Source: an optimization exercise on an open RTL-to-GDS flow (aim: small area, a short achievable clock period and few clock cycles). Production flows keep margins and buffers that such runs may drop.
The RTL was checked by simulation tests, not by an equivalence proof against the original design.

==> run a: inputs <==
// pll_solver
module pll_solver (
    input  wire        clk,
    input  wire        rst,
    input  wire        start,
    input  wire [31:0] pclk,
    input  wire [31:0] refclk,
    input  wire [7:0]  dpi_lanes,
    input  wire [7:0]  dsi_lanes,
    input  wire [15:0] hsw,
    input  wire [15:0] hbp,
    input  wire [15:0] vsw,
    input  wire [15:0] vbp,
    output wire        ready,
    output reg         done,
    output reg  [2:0]  err,
    output reg         valid,
    output reg  [8:0]  fbd,
    output reg  [3:0]  prd,
    output reg  [1:0]  frs,
    output reg  [31:0] pll_freq,
    output wire [31:0] bitclk,
    output reg  [31:0] target,
    output reg  [31:0] hsync,
    output reg  [16:0] vsync
);
    localparam integer K = 6;    
    localparam integer J = 8;    
    localparam [2:0] ERR_NONE         = 3'd0;
    localparam [2:0] ERR_OUT_OF_RANGE = 3'd1;
    localparam [2:0] ERR_NO_SOLUTION  = 3'd2;
    localparam [2:0] ERR_BAD_CONFIG   = 3'd4;
    localparam [3:0] S_IDLE   = 4'd0;
    localparam [3:0] S_SETUP  = 4'd1;    
  ...
export LEC_CHECK = 0
export CAP_MARGIN = 20
export CORE_MARGIN = 2
export CORE_UTILIZATION = 40
export SLEW_MARGIN = 20
create_clock -name core_clock -period 200.0 [get_ports {clk}]
run.sh (not shown) runs the stock make flow with config.mk's settings and CLKGATE_MAP_FILE= SYNTH_SCRIPT=/design/flow/synth_recipe.tcl, a recipe that flattens the netlist after the stock synthesis.
==> run b: changes against run a <==
--- a/flow/design.v
+++ b/flow/design.v
@@ -47,56 +47,17 @@
     localparam [1:0] H_DIVW   = 2'd3;    
     reg [3:0] state;
     reg       idle_r;                 
     assign ready  = idle_r;
     assign bitclk = {1'b0, pll_freq[31:1]};
     reg [31:0] c_pclk;
     reg [31:0] c_ref;
-    reg [7:0]  c_dpi;
     reg [7:0]  c_dsi;
     reg [24:0] h_a;      
-    reg [15:0] h_b;      
     reg [16:0] v_a;      
-    reg [15:0] v_b;      
-    function [17:0] sdiv_h1;     
-        input [3:0]  r0;
-        input [13:0] y;
-        input [4:0]  v;
-        reg   [3:0]  rr;
-        reg   [5:0]  t;
-        reg   [13:0] q;
-        integer i;
-        begin
-            rr = r0;
-            for (i = 13; i >= 0; i = i - 1) begin
-                t    = {1'b0, rr, y[i]} - {1'b0, v};
-                q[i] = !t[5];
-                rr   = t[5] ? {rr[2:0], y[i]} : t[3:0];
-            end
-            sdiv_h1 = {rr, q};
-        end
-    endfunction
-    function [18:0] sdiv_h2;     
-        input [3:0]  r0;
-        input [14:0] y;
-        input [4:0]  v;
-        reg   [3:0]  rr;
-        reg   [5:0]  t;
-        reg   [14:0] q;
-        integer i;
-        begin
-            rr = r0;
-            for (i = 14; i >= 0; i = i - 1) begin
-                t    = {1'b0, rr, y[i]} - {1'b0, v};
-                q[i] = !t[5];
-                rr   = t[5] ? {rr[2:0], y[i]} : t[3:0];
-            end
-            sdiv_h2 = {rr, q};
-        end
-    endfunction
     reg  [31:0] dv_r;
     reg  [31:0] dv_z;
     reg  [31:0] dvi_r;
     reg  [31:0] dvi_z;
     reg  [31:0] dvi_v;
     reg  [31:0] dvo_r;
     reg  [31:0] dvo_z;
@@ -152,16 +113,16 @@
     reg         best_sgn;           
     reg         pv;                 
     reg  [3:0]  pl_p;
     reg  [4:0]  pl_v;               
     reg         pa_ok, pb_ok;
     reg  [8:0]  pa_f, pb_f;         
     reg  [3:0]  pa_r, pb_r;
-    reg  [13:0] pa_qh, pb_qh;
-    reg  [14:0] pa_yl, pb_yl;
+    reg  [12:0] pa_qh, pb_qh;
+    reg  [15:0] pa_yl, pb_yl;
     reg  [11:0] qs;                 
     reg  [31:0] rs;                 
     wire        rz    = (r == 32'd0);
     wire        spec  = (q[11:9] != 3'd0) && !(q == 12'd512 && rz);
     wire        nb_ok = (q[11:1] != 11'd0) || (q[0] && !rz);
     wire [4:0]  pp1   = {1'b0, p} + 5'd1;
     wire [6:0]  fmask = (s_frs == 2'd0) ? 7'd0 : (s_frs == 2'd1) ? 7'd1 :
@@ -179,17 +140,21 @@
     wire [44:0] xb1   = {xb_hi, xb_lo[6:0]};
     wire [44:0] yb    = xb1 >> s_frs;
     wire        b_ovf = (yb[44:33] != 12'd0) || (yb[32:29] >= pp1);
     wire [39:0] xprod = {mu_acc[31:0], mu_b[31:24]};
     wire        t_sat = (xprod[39:32] >= c_dsi);
     wire        in_t  = (state == S_TDIV1);
     wire [4:0]  h1_v  = in_t ? c_dsi[4:0] : pp1;
-    wire [17:0] h1a   = sdiv_h1(ya[32-1:29] & 4'hF, ya[28:15], pp1);
-    wire [17:0] h1b   = sdiv_h1(in_t ? xprod[35:32] : yb[32:29],
-                                in_t ? xprod[31:18] : yb[28:15], h1_v);
+    wire [3:0]  h1a_r, h1b_r;
+    wire [12:0] h1a_q, h1b_q;
+    pll_sdiv #(.N(13)) sd1a (.r0({1'b0, ya[31:29]}), .y(ya[28:16]), .v(pp1),
+                             .q(h1a_q), .r(h1a_r));
+    pll_sdiv #(.N(13)) sd1b (.r0(in_t ? xprod[35:32] : yb[32:29]),
+                             .y(in_t ? xprod[31:19] : yb[28:16]), .v(h1_v),
+                             .q(h1b_q), .r(h1b_r));
     wire [8:0]  fa_n  = rz ? (q[8:0] - 9'd1) : q[8:0];
     wire [8:0]  fb_n  = in_spec ? 9'd511 : (rz ? (q[8:0] - 9'd2) : (q[8:0] - 9'd1));
     wire [31:0] rsum, rdif;
     wire        rs_co, rd_co;
     pll_rca #(.W(32)) add_r (.a(r), .b(rs), .ci(1'b0), .s(rsum), .co(rs_co));
     pll_rca #(.W(32)) sub_r (.a(rsum), .b(~c_ref), .ci(1'b1), .s(rdif), .co(rd_co));
     wire        cy    = rs_co | rd_co;              
@@ -200,18 +165,20 @@
                        (s_frs == 2'd2) ? 30'd125000000 : 30'd62500000;
     wire [29:0] tgt   = target[29:0];
     wire [29:0] best_d = pll_freq[29:0];
     wire [29:0] wa, wb;                          
     wire        wa_co, wb_co;
     pll_rca #(.W(30)) sub_wa (.a({lo_c[28:0], 1'b0}), .b(~tgt), .ci(1'b1), .s(wa), .co(wa_co));
     pll_rca #(.W(30)) sub_wb (.a(tgt), .b(~lo_c), .ci(1'b1), .s(wb), .co(wb_co));
-    wire [18:0] h2a   = sdiv_h2(pa_r, pa_yl, pl_v);
-    wire [18:0] h2b   = sdiv_h2(pb_r, pb_yl, pl_v);
-    wire [29:0] da    = {1'b0, pa_qh, h2a[14:0]};
-    wire [29:0] db    = {1'b0, pb_qh, h2b[14:0]};
+    wire [3:0]  h2a_r, h2b_r;
+    wire [15:0] h2a_q, h2b_q;
+    pll_sdiv #(.N(16)) sd2a (.r0(pa_r), .y(pa_yl), .v(pl_v), .q(h2a_q), .r(h2a_r));
+    pll_sdiv #(.N(16)) sd2b (.r0(pb_r), .y(pb_yl), .v(pl_v), .q(h2b_q), .r(h2b_r));
+    wire [29:0] da    = {1'b0, pa_qh, h2a_q};
+    wire [29:0] db    = {1'b0, pb_qh, h2b_q};
     wire        da_lt_wa, wb_lt_db, db_lt_best, da_lt_best, da_lt_db;
     pll_lt #(.W(30)) c0 (.a(da), .b(wa),     .lt(da_lt_wa));
     pll_lt #(.W(30)) c1 (.a(wb), .b(db),     .lt(wb_lt_db));
     pll_lt #(.W(30)) c2 (.a(db), .b(best_d), .lt(db_lt_best));
     pll_lt #(.W(30)) c3 (.a(da), .b(best_d), .lt(da_lt_best));
     pll_lt #(.W(30)) c4 (.a(da), .b(db),     .lt(da_lt_db));
     wire        a_ok     = pa_ok && da_lt_wa;
@@ -228,27 +195,35 @@
     wire        upd = (state == S_SEARCH || state == S_SPECE) && pv && (a_better || b_better);
     wire [2:0]  m_n   = h_a[24] ? 3'd4 : (h_a[23:16] != 8'd0) ? 3'd3 :
                         (h_a[15:8] != 8'd0) ? 3'd2 : 3'd1;
     wire [51:0] p_val = (m_n == 3'd4) ? {mu_acc[19:0], mu_b} :
                         (m_n == 3'd3) ? {mu_acc[27:0], mu_b[31:8]} :
                         (m_n == 3'd2) ? {3'd0, mu_acc, mu_b[31:16]} :
                                         {11'd0, mu_acc, mu_b[31:24]};
-    wire        h_short = (p_val[51:44] == 8'd0) && (p_val[43:12] < c_pclk);
+    wire [31:0] hs_d;
+    wire        hs_ge;
+    pll_rca #(.W(32)) cmp_hs (.a(p_val[43:12]), .b(~c_pclk), .ci(1'b1), .s(hs_d), .co(hs_ge));
+    wire        h_short = (p_val[51:44] == 8'd0) && !hs_ge;
     reg         hshort;
     wire [16:0] hsum, vsum;
     wire        hs_co, vs_co;
+    wire [15:0] h_b   = dv_z[15:0];
+    wire [15:0] v_b   = dv_z[31:16];
+    wire [7:0]  c_dpi = mu_b[7:0];
     pll_rca #(.W(17)) add_h (.a(h_a[16:0]), .b({1'b0, h_b}), .ci(1'b0), .s(hsum), .co(hs_co));
     pll_rca #(.W(17)) add_v (.a(v_a), .b({1'b0, v_b}), .ci(1'b0), .s(vsum), .co(vs_co));
     wire        cfg_ok = (c_pclk != 32'd0) && (c_ref != 32'd0) &&
                          (c_dpi != 8'd0) && (c_dsi != 8'd0);
-    wire        ge0 = (target >= 32'd1000000000);
-    wire        ge1 = (target >= 32'd500000000);
-    wire        ge2 = (target >= 32'd250000000);
-    wire        ge3 = (target >= 32'd125000000);
-    wire        ge4 = (target >= 32'd62500000);
+    wire        ge0, ge1, ge2, ge3, ge4;
+    wire [31:0] gd0, gd1, gd2, gd3, gd4;
+    pll_rca #(.W(32)) cmp_g0 (.a(target), .b(~32'd1000000000), .ci(1'b1), .s(gd0), .co(ge0));
+    pll_rca #(.W(32)) cmp_g1 (.a(target), .b(~32'd500000000),  .ci(1'b1), .s(gd1), .co(ge1));
+    pll_rca #(.W(32)) cmp_g2 (.a(target), .b(~32'd250000000),  .ci(1'b1), .s(gd2), .co(ge2));
+    pll_rca #(.W(32)) cmp_g3 (.a(target), .b(~32'd125000000),  .ci(1'b1), .s(gd3), .co(ge3));
+    pll_rca #(.W(32)) cmp_g4 (.a(target), .b(~32'd62500000),   .ci(1'b1), .s(gd4), .co(ge4));
     wire        in0 = !ge0 && ge1;
     wire        in1 = !ge1 && ge2;
     wire        in2 = !ge2 && ge3;
     wire        in3 = !ge3 && ge4;
     wire [1:0]  frs_r = in0 ? 2'd0 : in1 ? 2'd1 : in2 ? 2'd2 : 2'd3;
     wire [29:0] s_val = tgt << frs_r;
     wire [31:0] sv_dif;
@@ -281,15 +256,15 @@
     end
     always @(*) begin
         mui_acc = mu_acc;
         mui_b   = mu_b;
         mui_mc  = {5'd0, c_fin[29:3]};
         if (state == S_SETUP) begin
             mui_acc = 33'd0;
-            mui_b   = {24'd0, c_dpi};
+            mui_b   = {24'd0, mu_b[7:0]};
             mui_mc  = c_pclk;
         end else if (state == S_TDIV1) begin     
             mui_acc = 33'd0;
             mui_b   = {24'd0, c_dsi};
             mui_mc  = {15'd0, h_a[16:0]};
         end else if (spec_go) begin              
             mui_acc = {1'b0, r};
@@ -443,37 +418,36 @@
     always @(posedge clk) begin
         pl_p  <= p;
         pl_v  <= h1_v;
         pa_ok <= !spec && !a_ovf;
         pb_ok <= (in_spec || !spec) && !b_ovf && (in_spec || nb_ok);
         pa_f  <= fa_n;
         pb_f  <= fb_n;
-        pa_r  <= h1a[17:14];
-        pa_qh <= h1a[13:0];
-        pa_yl <= ya[14:0];
-        pb_r  <= h1b[17:14];
-        pb_qh <= h1b[13:0];
-        pb_yl <= in_t ? xprod[17:3] : yb[14:0];
+        pa_r  <= h1a_r;
+        pa_qh <= h1a_q;
+        pa_yl <= ya[15:0];
+        pb_r  <= h1b_r;
+        pb_qh <= h1b_q;
+        pb_yl <= in_t ? xprod[18:3] : yb[15:0];
         if (upd) begin
             found    <= 1'b1;
             best_sgn <= a_better;
         end else if (pv && (state == S_SEARCH || state == S_SPECE)) begin
             found    <= found_n;
         end
         restart <= upd || (state == S_SPECE && found_n);
         case (state)
             S_IDLE: begin
                 c_pclk <= pclk;
                 c_ref  <= refclk;
-                c_dpi  <= dpi_lanes;
+                mu_b   <= {24'd0, dpi_lanes};
                 c_dsi  <= dsi_lanes;
                 h_a    <= {9'd0, hsw};
-                h_b    <= hbp;
+                dv_z   <= {vbp, hbp};
                 v_a    <= {1'b0, vsw};
-                v_b    <= vbp;
                 hj     <= H_IDLE;
                 restart <= 1'b0;
             end
             S_SETUP: begin
                 h_a    <= {8'd0, hsum};
                 v_a    <= vsum;
                 mu_acc <= muo_acc;
@@ -564,14 +538,38 @@
                     end
                     default: ;
                 endcase
             end
         end
     end
 endmodule
+module pll_sdiv #(
+    parameter integer N = 8
+) (
+    input  wire [3:0]   r0,
+    input  wire [N-1:0] y,
+    input  wire [4:0]   v,
+    output wire [N-1:0] q,
+    output wire [3:0]   r
+);
+    wire [3:0] rs [0:N];
+    assign rs[0] = r0;
+    genvar i;
+    generate
+        for (i = 0; i < N; i = i + 1) begin : st
+            wire [4:0] t = {rs[i], y[N-1-i]};
+            wire [4:0] d;
+            wire       ge;
+            pll_rca #(.W(5)) sub (.a(t), .b(~v), .ci(1'b1), .s(d), .co(ge));
+            assign q[N-1-i] = ge;
+            assign rs[i+1]  = ge ? d[3:0] : t[3:0];
+        end
+    endgenerate
+    assign r = rs[N];
+endmodule
 module pll_rca #(
     parameter integer W = 8
 ) (
     input  wire [W-1:0] a,
     input  wire [W-1:0] b,
     input  wire         ci,
     output wire [W-1:0] s,
==> notes.md <==
Floorplan die width: run a 431 µm; run b 415 µm
Met3 wire length: run a 29.3 mm; run b 25.8 mm
Sinks on Clock Net: run a 618; run b 578
Average size of a mapped cell: run a 8.31 µm²; run b 8.59 µm²
Sequential share of cell area: run a 18.4%; run b 18.2%
Netlist area before placement: run a 0.0731 mm²; run b 0.0676 mm²
Cell with the most instances after synthesis: run a nand2_1; run b nor2_1
Pin count of the biggest net entering global routing: run a 97; run b 81
Non-filler cells, final: run a 11300; run b 10200
GRT met2 Usage: run a 52.7%; run b 54.5%
Post-synthesis compound-gate area fraction: run a 21.3%; run b 18.3%
Core occupancy in the finished layout: run a 44.9%; run b 45.1%
Result of the run: run a finished clean; run b finished clean
Testbench counts of run a, summed over its fixed seeds: cycles 4,380.
Testbench counts of run b, summed over its fixed seeds: cycles 4,380.

separate check: timing with driven ports:
Ports are ideal in the flow. The routed layouts listed here were re-timed in OpenROAD.
Step 1 (the two cells are an assumption about what drives the block):
set clk [get_ports {clk}]
set_driving_cell -lib_cell sky130_fd_sc_hd__clkbuf_16 $clk
set_driving_cell -lib_cell sky130_fd_sc_hd__buf_2 [delete_from_list [all_inputs] $clk]
Step 2 times the ports against the registers' clock, not the clock port: input delays grow and output delays shrink by t, the midpoint of the rising clock arrivals with the driver on.
Three values: ideal ports, drivers, drivers and shift; two values: the first two.
run	t (ns)	setup WS [ns]	hold WS [ns]	worst setup path at the end	worst data-port slew with drivers (ns)
run a	0.841	157.778 / 157.678 / 157.435	0.451 / 0.451 / 0.451	input to register	0.07
run b	0.831	157.776 / 157.689 / 158.080	0.454 / 0.454 / 0.454	input to register	0.11
After both steps setup and hold are still met in every run listed. The setup slack of run a, which loses most, moves by -0.100 ns with the drivers and by -0.343 ns with both steps.
